What follows belongs to an exercise in optimizing a design on an open flow for small area, a short achievable clock period and few clock cycles per item; a production flow would make more cautious choices.
In this exercise RTL edits were held to simulation tests only and were not proved equivalent to the original.
Power figures rest on the tool's default switching activity, not on a simulated workload.

### design/flow/design.v
module mnet_crc_step (
    input  wire [15:0] crc_in,
    input  wire [7:0]  data,
    output reg  [15:0] crc_out
);
    integer i;
    always @(*) begin
        crc_out = crc_in ^ {data, 8'h00};
        for (i = 0; i < 8; i = i + 1) begin
            if (crc_out[15])
                crc_out = {crc_out[14:0], 1'b0} ^ 16'h1021;
            else
                crc_out = {crc_out[14:0], 1'b0};
        end
    end
endmodule
module mnet_tx (
    input  wire        clk,
    input  wire        rst,
    input  wire [47:0] key,
    input  wire [2:0]  klen,
    input  wire        hdr_valid,
    output wire        hdr_ready,
    input  wire [7:0]  hdr_dst,
    input  wire [7:0]  hdr_src,
    input  wire [15:0] hdr_type,
    input  wire [7:0]  hdr_len,
    input  wire        hdr_obf,
    input  wire        pl_valid,
    output wire        pl_ready,
    input  wire [7:0]  pl_data,
    output reg         line_valid,
    input  wire        line_ready,
    output reg  [7:0]  line_data
);
    localparam S_IDLE = 3'd0,
               S_SOH  = 3'd1,
               S_HDR  = 3'd2,
               S_PL   = 3'd3,
               S_CRCH = 3'd4,
               S_CRCL = 3'd5,
               S_EOT  = 3'd6;
    reg [2:0]  state;
    reg [31:0] hsr;       
    reg [7:0]  cnt;       
    reg [2:0]  idx;       
    reg        obf;
    reg [15:0] crc;
    reg        esc;       
    reg [7:0]  prev;
    reg [2:0]  ki;
    wire load = !line_valid || line_ready;
    assign hdr_ready = (state == S_IDLE);
    assign pl_ready  = (state == S_PL) && load && !esc;
    wire [7:0] hdr_byte = idx[2] ? cnt : hsr[31:24];
    reg [7:0] key_byte;
    always @(*) begin
        case (ki)
            3'd0:    key_byte = key[7:0];
            3'd1:    key_byte = key[15:8];
            3'd2:    key_byte = key[23:16];
            3'd3:    key_byte = key[31:24];
            3'd4:    key_byte = key[39:32];
            default: key_byte = key[47:40];
        endcase
    end
    wire [7:0] pl_byte  = obf ? (pl_data ^ key_byte ^ prev) : pl_data;
    wire [7:0] crc_byte = (state == S_HDR) ? hdr_byte : pl_byte;
    wire [15:0] crc_next;
    mnet_crc_step u_crc (.crc_in(crc), .data(crc_byte), .crc_out(crc_next));
    always @(posedge clk) begin
        if (rst) begin
            state      <= S_IDLE;
            line_valid <= 1'b0;
            esc        <= 1'b0;
        end else begin
            if (line_ready)
                line_valid <= 1'b0;
            if (state == S_IDLE) begin
                if (hdr_valid) begin
                    if (load) begin
                        line_valid <= 1'b1;
                        state      <= S_HDR;
                    end else begin
                        state      <= S_SOH;
                    end
                end
            end else if (load) begin
                if (esc) begin
                    line_valid <= 1'b1;
                    esc        <= 1'b0;
                end else begin
                    case (state)
                        S_SOH: begin
                            line_valid <= 1'b1;
                            state      <= S_HDR;
                        end
                        S_HDR: begin
                            line_valid <= 1'b1;
                            esc        <= (hdr_byte == 8'hFF);
                            if (idx[2])
                                state <= (cnt == 8'd0) ? S_CRCH : S_PL;
                        end
                        S_PL: begin
                            if (pl_valid) begin
                                line_valid <= 1'b1;
                                esc        <= (pl_byte == 8'hFF);
                                if (cnt == 8'd1)
                                    state <= S_CRCH;
                            end
                        end
                        S_CRCH: begin
                            line_valid <= 1'b1;
                            esc        <= (crc[15:8] == 8'hFF);
                            state      <= S_CRCL;
                        end
                        S_CRCL: begin
                            line_valid <= 1'b1;
                            esc        <= (crc[15:8] == 8'hFF);
                            state      <= S_EOT;
                        end
                        default: begin  
                            line_valid <= 1'b1;
                            state      <= S_IDLE;
                        end
                    endcase
                end
            end
        end
    end
    always @(posedge clk) begin
        if (state == S_IDLE) begin
            hsr  <= {hdr_dst, hdr_src, hdr_type};
            cnt  <= hdr_len;
            obf  <= hdr_obf && (klen != 3'd0);
            crc  <= 16'h0000;
            prev <= 8'h00;
            ki   <= 3'd0;
            idx  <= 3'd0;
            if (load)
                line_data <= 8'h01;
        end else if (load && !esc) begin
            case (state)
                S_SOH: line_data <= 8'h01;
                S_HDR: begin
                    line_data <= hdr_byte;
                    crc       <= crc_next;
                    hsr       <= {hsr[23:0], 8'h00};
                    idx       <= idx + 3'd1;
                end
                S_PL: begin
                    if (pl_valid) begin
                        line_data <= pl_byte;
                        crc       <= crc_next;
                        prev      <= pl_byte;
                        ki        <= (ki == klen - 3'd1) ? 3'd0 : ki + 3'd1;
                        cnt       <= cnt - 8'd1;
                    end
                end
                S_CRCH: begin
                    line_data <= crc[15:8];
                    crc       <= {crc[7:0], 8'h00};
                end
                S_CRCL: line_data <= crc[15:8];
                default: line_data <= 8'h04;
            endcase
        end
    end
endmodule
module mnet_rx (
    input  wire        clk,
    input  wire        rst,
    input  wire [47:0] key,
    input  wire [2:0]  klen,
    input  wire        line_valid,
    input  wire [7:0]  line_data,
    input  wire        obf_in,
    output reg         out_valid,
    output reg  [7:0]  out_data,
    output reg         out_end,
    output wire [7:0]  out_status
);
    localparam P_HUNT = 3'd0,
               P_HDR  = 3'd1,    
               P_PAY  = 3'd2,    
               P_CRC  = 3'd3,    
               P_TERM = 3'd4;
    reg [2:0]  phase;
    reg        esc;
    reg [7:0]  cnt;
    reg [15:0] crc;
    reg        obf;
    reg [7:0]  prev;
    reg [2:0]  ki;
    reg        st_bad;    
    reg        st_crc;
    assign out_status = {6'd0, st_bad, st_crc};
    reg [7:0] key_byte;
    always @(*) begin
        case (ki)
            3'd0:    key_byte = key[7:0];
            3'd1:    key_byte = key[15:8];
            3'd2:    key_byte = key[23:16];
            3'd3:    key_byte = key[31:24];
            3'd4:    key_byte = key[39:32];
            default: key_byte = key[47:40];
        endcase
    end
    wire [15:0] crc_next;
    mnet_crc_step u_crc (.crc_in(crc), .data(line_data), .crc_out(crc_next));
    wire is_ff   = (line_data == 8'hFF);
    wire in_body = (phase == P_HDR) || (phase == P_PAY) || (phase == P_CRC);
    always @(posedge clk) begin
        if (rst) begin
            phase     <= P_HUNT;
            out_valid <= 1'b0;
            out_end   <= 1'b0;
        end else begin
            out_valid <= 1'b0;
            out_end   <= 1'b0;
            if (line_valid) begin
                if (phase == P_HUNT) begin
                    if (line_data == 8'h01)
                        phase <= P_HDR;
                end else if (phase == P_TERM) begin
                    out_end <= 1'b1;
                    phase   <= P_HUNT;
                end else if (esc && !is_ff) begin
                    out_end <= 1'b1;
                    phase   <= P_HUNT;
                end else if (esc || !is_ff) begin
                    out_valid <= 1'b1;
                    case (phase)
                        P_HDR: if (cnt[2])
                                   phase <= (line_data == 8'd0) ? P_CRC : P_PAY;
                        P_PAY: if (cnt == 8'd1)
                                   phase <= P_CRC;
                        default: if (cnt[0])
                                   phase <= P_TERM;
                    endcase
                end
            end
        end
    end
    always @(posedge clk) begin
        if (line_valid) begin
            if (phase == P_HUNT) begin
                esc  <= 1'b0;
                cnt  <= 8'd0;
                crc  <= 16'h0000;
                obf  <= obf_in && (klen != 3'd0);
                prev <= 8'h00;
                ki   <= 3'd0;
            end else if (phase == P_TERM) begin
                st_bad <= (line_data != 8'h04) || (crc != 16'h0000);
                st_crc <= (line_data == 8'h04) && (crc != 16'h0000);
            end else if (!esc && is_ff) begin
                esc <= 1'b1;
            end else if (esc && !is_ff) begin
                st_bad <= 1'b1;
                st_crc <= 1'b0;
            end else begin
                esc <= 1'b0;
                crc <= crc_next;
                out_data <= line_data;
                case (phase)
                    P_HDR: cnt <= cnt[2] ? line_data : cnt + 8'd1;
                    P_PAY: begin
                        cnt  <= cnt - 8'd1;
                        prev <= line_data;
                        ki   <= (ki == klen - 3'd1) ? 3'd0 : ki + 3'd1;
                        if (obf)
                            out_data <= line_data ^ key_byte ^ prev;
                    end
                    default: cnt <= cnt + 8'd1;
                endcase
            end
        end
    end
endmodule
module mnet_codec (
    input  wire        clk,
    input  wire        rst,
    input  wire        key_wr,
    input  wire [2:0]  key_len,
    input  wire [47:0] key_data,
    input  wire        tx_hdr_valid,
    output wire        tx_hdr_ready,
    input  wire [7:0]  tx_dst,
    input  wire [7:0]  tx_src,
    input  wire [15:0] tx_type,
    input  wire [7:0]  tx_len,
    input  wire        tx_obf,
    input  wire        tx_pl_valid,
    output wire        tx_pl_ready,
    input  wire [7:0]  tx_pl_data,
    output wire        line_tx_valid,
    input  wire        line_tx_ready,
    output wire [7:0]  line_tx_data,
    input  wire        line_rx_valid,
    input  wire [7:0]  line_rx_data,
    input  wire        rx_obf,
    output wire        rx_valid,
    output wire [7:0]  rx_data,
    output wire        rx_end,
    output wire [7:0]  rx_status
);
    reg [47:0] key;
    reg [2:0]  klen;
    wire key_ok = key_wr && (key_len[2] ? (key_len[1:0] != 2'd3) : (key_len[1:0] == 2'd3));
    always @(posedge clk) begin
        if (rst)
            klen <= 3'd0;
        else if (key_ok)
            klen <= key_len;
    end
    always @(posedge clk) begin
        if (key_ok)
            key <= key_data;
    end
    mnet_tx u_tx (
        .clk       (clk),
        .rst       (rst),
        .key       (key),
        .klen      (klen),
        .hdr_valid (tx_hdr_valid),
        .hdr_ready (tx_hdr_ready),
        .hdr_dst   (tx_dst),
        .hdr_src   (tx_src),
        .hdr_type  (tx_type),
        .hdr_len   (tx_len),
        .hdr_obf   (tx_obf),
        .pl_valid  (tx_pl_valid),
        .pl_ready  (tx_pl_ready),
        .pl_data   (tx_pl_data),
        .line_valid(line_tx_valid),
        .line_ready(line_tx_ready),
        .line_data (line_tx_data)
    );
    mnet_rx u_rx (
        .clk       (clk),
        .rst       (rst),
        .key       (key),
        .klen      (klen),
        .line_valid(line_rx_valid),
        .line_data (line_rx_data),
        .obf_in    (rx_obf),
        .out_valid (rx_valid),
        .out_data  (rx_data),
        .out_end   (rx_end),
        .out_status(rx_status)
    );
endmodule
### design/flow/run.sh
#!/bin/bash
# synth_recipe.tcl (not shown) runs the flow's synth.tcl, then flattens the netlist and writes it again
# the make line also repeats each setting of config.mk as NAME=value (left out here)
make -C /OpenROAD-flow-scripts/flow DESIGN_CONFIG=/design/flow/config.mk WORK_HOME=/design/flow/orfs CLKGATE_MAP_FILE= SYNTH_SCRIPT=/design/flow/synth_recipe.tcl finish
### design/flow/config.mk
export PLATFORM = sky130hd
export DESIGN_NAME = mnet_codec
export DESIGN_NICKNAME = mnet_codec
export VERILOG_FILES = /design/flow/design.v
export SDC_FILE = /design/flow/constraint.sdc
export NUM_CORES = 4
export LEC_CHECK = 0
export CAP_MARGIN = 20
export CORE_MARGIN = 2
export CORE_UTILIZATION = 40
export SLEW_MARGIN = 20
### design/flow/constraint.sdc
create_clock -name core_clock -period 4.5 [get_ports {clk}]
set_input_delay 0.9000 -clock core_clock [delete_from_list [all_inputs] [get_ports {clk}]]
set_output_delay 0.9000 -clock core_clock [all_outputs]
set_load 0.01 [all_outputs]
==> results.txt <==
power by group through the flow:
stage | Combinational (uW) | Clock [uW] | Sequential, uW
2_1_floorplan | 1640 | 0 | 2570
3_3_place_gp | 2240 | 0 | 2660
3_5_place_dp | 2270 | 0 | 2670
4_1_cts | 2280 | 1500 | 2630
5_1_grt | 2550 | 1560 | 2680
6_report | 2290 | 1470 | 2630
worst register-to-register path: cells and delay by family (launching register included):
| family | cells | cell delay [ns] |
|---|---|---|
| and+or+nand+nor | 5 | 1.30 |
| xor gates and xnor gates | 2 | 0.72 |
| adders and majority gates | 1 | 0.57 |
| AOI/OAI and AO/OA | 2 | 0.53 |
| DFF | 1 | 0.36 |
| buffers and inverters | 1 | 0.13 |
stage by stage:
stage	power (uW)	std cells	setup slack [ns]	hold WS, ns
2_1_floorplan	4200	995	0.200	0.440
3_3_place_gp	4910	1418	0.927	0.450
3_5_place_dp	4930	1418	0.832	0.457
4_1_cts	6410	1450	0.811	0.466
5_1_grt	6780	1451	0.502	0.500
6_report	6390	1453	0.775	0.464
worst min path at each step:
| stage | from | endpoint | slack, ns |
|---|---|---|---|
| 2_1_floorplan | u_tx.idx[1] | u_tx.idx[1] | 0.44 |
| 3_3_place_gp | u_tx.idx[1] | u_tx.idx[1] | 0.45 |
| 3_5_place_dp | u_tx.crc[4] | u_tx.crc[4] | 0.46 |
| 4_1_cts | u_tx.crc[4] | u_tx.crc[4] | 0.47 |
| 5_1_grt | u_tx.idx[0] | u_tx.idx[0] | 0.50 |
| 6_report | u_tx.crc[4] | u_tx.crc[4] | 0.46 |
routing by layer:
metal  global-route usage (%)  vias up
met2                     32.1      251
met5                        0        -
li1                         -     3795
met1                     26.9     3695
met3                     5.22       32
met4                     5.15        4
registers in the layout, summed over array words and instances, names as in the netlist, 3 cells and up:
| signal | flops |
|---|---|
| key | 48 |
| u_tx.hsr | 32 |
| u_rx.crc | 16 |
| u_tx.crc | 16 |
| u_rx.cnt | 8 |
| u_rx.out_data | 8 |
| u_rx.prev | 8 |
| u_tx.cnt | 8 |
| u_tx.line_data | 8 |
| u_tx.prev | 8 |
| klen | 3 |
| u_rx.ki | 3 |
| u_rx.phase | 3 |
| u_tx.idx | 3 |
| u_tx.ki | 3 |
| u_tx.state | 3 |
area by class of cell:
| cell class | instances | share of cell area [%] |
|---|---|---|
| Antenna cell | 2 | 0.0406 |
| Clock buffer | 18 | 3.49 |
| Clock inverter | 14 | 1.08 |
| Inverter | 28 | 0.853 |
| Multi-Input combinational cell | 721 | 36.8 |
| Sequential cell | 187 | 42.1 |
| Tap cell | 330 | 3.35 |
| Timing Repair Buffer | 153 | 12.3 |
layout by cell type, fill, tap and decap left out, types with 27 or more instances in the layout:
cell	count
and2_1	32
xnor2_1	59
dfxtp_1	43
a21oi_1	39
clkdlybuf4s50_1	138
nand2_1	165
nand3_1	31
inv_1	27
o21ai_0	39
nor2_1	71
edfxtp_1	144
cell families (layout without fill, tap and decap cells):
group | count (synthesis) | in the layout | share of synthesized area (%)
mux | 35 | 35 | 3.68
xor+xnor | 84 | 84 | 7.87
buf+inv | 87 | 213 | 3.83
other cells | 1 | 8 | 0.0373
simple gates | 404 | 404 | 19.0
compound gates | 173 | 173 | 11.7
flops | 187 | 187 | 51.5
fa+ha+maj | 19 | 19 | 2.36
==> results.txt <==
- DRT iter0 DRCs: about 770
- Final Setup Violations: 0
- Reg-to-Reg End: u_tx.crc[8]
- Die Ht: approximately 160 um
- R2r startpoint: u_tx.ki[0]
- Drt pass-1 iters: 8
- Final Max Slew Viols: 0
- # H-tree levels: 4
- Comb power frac: a little over a third
- Seq. cell area: just over 5000 um^2
- Area of the mapped netlist: approximately 10000 um^2
- Sw power: roughly 2300 uW
- Internal power: around 4100 uW
- CTS tree: built
- Antenna Violating Nets Remaining: 0
- WL met3: about 1700 um
- Post-CTS resize count: 0
- Flop2flop setup slack: about 0.77 ns
- Initial Util: between 40% and 50%
- I/O pins: 145
- Synthesized flop and latch total: between 150 and 200
- Top-area cell type share of the netlist area: 43.0%
- Synth async-reset ratio: 0%
- Largest net degree at the start of global routing: 60
- Max-Cap Viols: 0
- All-layer global routing usage: 19.9%
- Clock-pin slew on the worst setup and hold paths: ~0.070 ns
- Multi-input logic area: 4530 um^2
- Min-Delay Path Class: register to register
- WP depth: 11
- Mapped Avg Cell Area: about 10 um^2
- Nets@finish: between 1000 and 1500
- DR vias/cell: approximately 5.4
- Pwr Density: 519 nW/um^2
- Die Area: approximately 26000 um^2
- Synth Flop Type: edfxtp_1
- Period utilisation layout: between 80% and 90%
- IO buf count: between 100 and 150
- Wl on met1: around 12000 um
- Unrepaired setup endpoints after global routing: no
- Worst slew margin: between 30 and 40%
- # fillers: 2315
- CP endpoint: u_tx.crc[8]
- Cell with the most instances after synthesis: nand2_1
- Outcome: finished clean
- HPWL Detailed: 18600 um
- Startpoint class of the critical path: register
- Kind of critical path: register to register
- Clk sinks: roughly 190
- Post-layout min period: between 3 and 4 ns
- Hold buffer count at CTS: 0
- Global-route wire length before repair: a little over 40000 um
- Drt wl/cell: 17.9 um
- LEAKAGE: approximately 0.0045 uW
- Final hold violation count: 0
- Drc violations: 0
- Max Fclk: 0.268 GHz
- Unique masters post-synth: slightly below 70
- Clock root buffer master: clkbuf_16
- Worst Hold Path Cells: 2
- Worst Reg-to-Reg Cells: 11
- Required time of the critical path: a little under 5 ns
- Clock share of power: a little under a quarter
- CP Launch Point: u_tx.ki[0]
- Dpl cell area: approximately 12000 um^2
- DRT Wirelength: between 20000 and 30000 um
- Setup crit end kind: register
- Die X: 163 um
- Sequential area share after synthesis: 51.5%
- Grt ovf: 0
- Vias in the first global route: 7472
- Final core utilization: between 40% and 50%
- Flop pwr share: between 40% and 50%
- Deepest clock path buffer count: 2
- Crit-path leading delay family: simple AND/OR/NAND/NOR gates
- Critical Path AT: between 4 and 5 ns
- Ranking of synthesized cells by area: edfxtp_1 (43%), dfxtp_1 (8.6%), nand2_1 (6.2%)
- CP max FO: 17
- Yosys warns: 4
- Worst-Margin Slew: just over 1 ns
- FP Rows: 58
- Cell mode on critical path: and3_1
- Design area: roughly 12000 um^2
- Buf/Inv on CP: 1
- Gpl congestion: about 0.9
- Number of synthesized flops with an enable pin: between 100 and 150
- Post-Route Setup TNS: 0 ns
- Area growth syn-to-layout: 22.4%
- Synth top cells by count: nand2_1 (165), edfxtp_1 (144), nor2_1 (72)
- Clock Latency Late Sink: between 0.4 and 0.5 ns
- Post CTS Setup Buffer Count: 0
- Crit-path cells: inv_1, ha_1, nor2_1, and3_1, or3_1, and4_1, o31ai_1, xnor2_1, xnor3_1, and3_1, o31a_1
- Cell count after synthesis: ~1000
- Initial antenna violation count: 4
- DR vias: ~7800
- Routed length on met2: between 10000 and 15000 um
- Max stage delay on crit path: 0.57 ns
- Core Region: roughly 25000 um^2
- Uppermost routed layer: met5
- Switching share of power: a little over a third
- VDD IR-drop max: between 0.2 and 0.3 mV
- Clock Skew: around 0.010 ns
- CTS buffer count: 17
- Synth area leader: edfxtp_1
- Crit path max-delay cell type: ha_1
- Layout cells sized above 1: around 6.3%
Testbench counts, summed over its fixed seeds: cycles 27,581, items 384.

-- port drivers added, routing unchanged --
In the flow no input, the clock included, has a driving cell. The finished layout below was timed again as built, in two steps. Step 1 assumes that a clkbuf_16 drives the clock port and a buf_2 every other input. Step 2 also shifts input and output timing later by t, the mid clock arrival at the registers, as if the neighbouring blocks saw the same clock. Slacks: ideal / step 1 / step 2; pairs: ideal / step 1.
t (ns): 0.475
setup slack, ns: 0.775 / 0.775 / 0.775
clock arrival spread, ns: 0.011 / 0.010
worst register clock-pin slew, ns: 0.08 / 0.08
cell pins on the clock port's net: 1
After both steps this run still meets setup and hold. For this run, drivers alone change the setup slack by 0.000 ns; drivers and shift together by 0.000 ns.
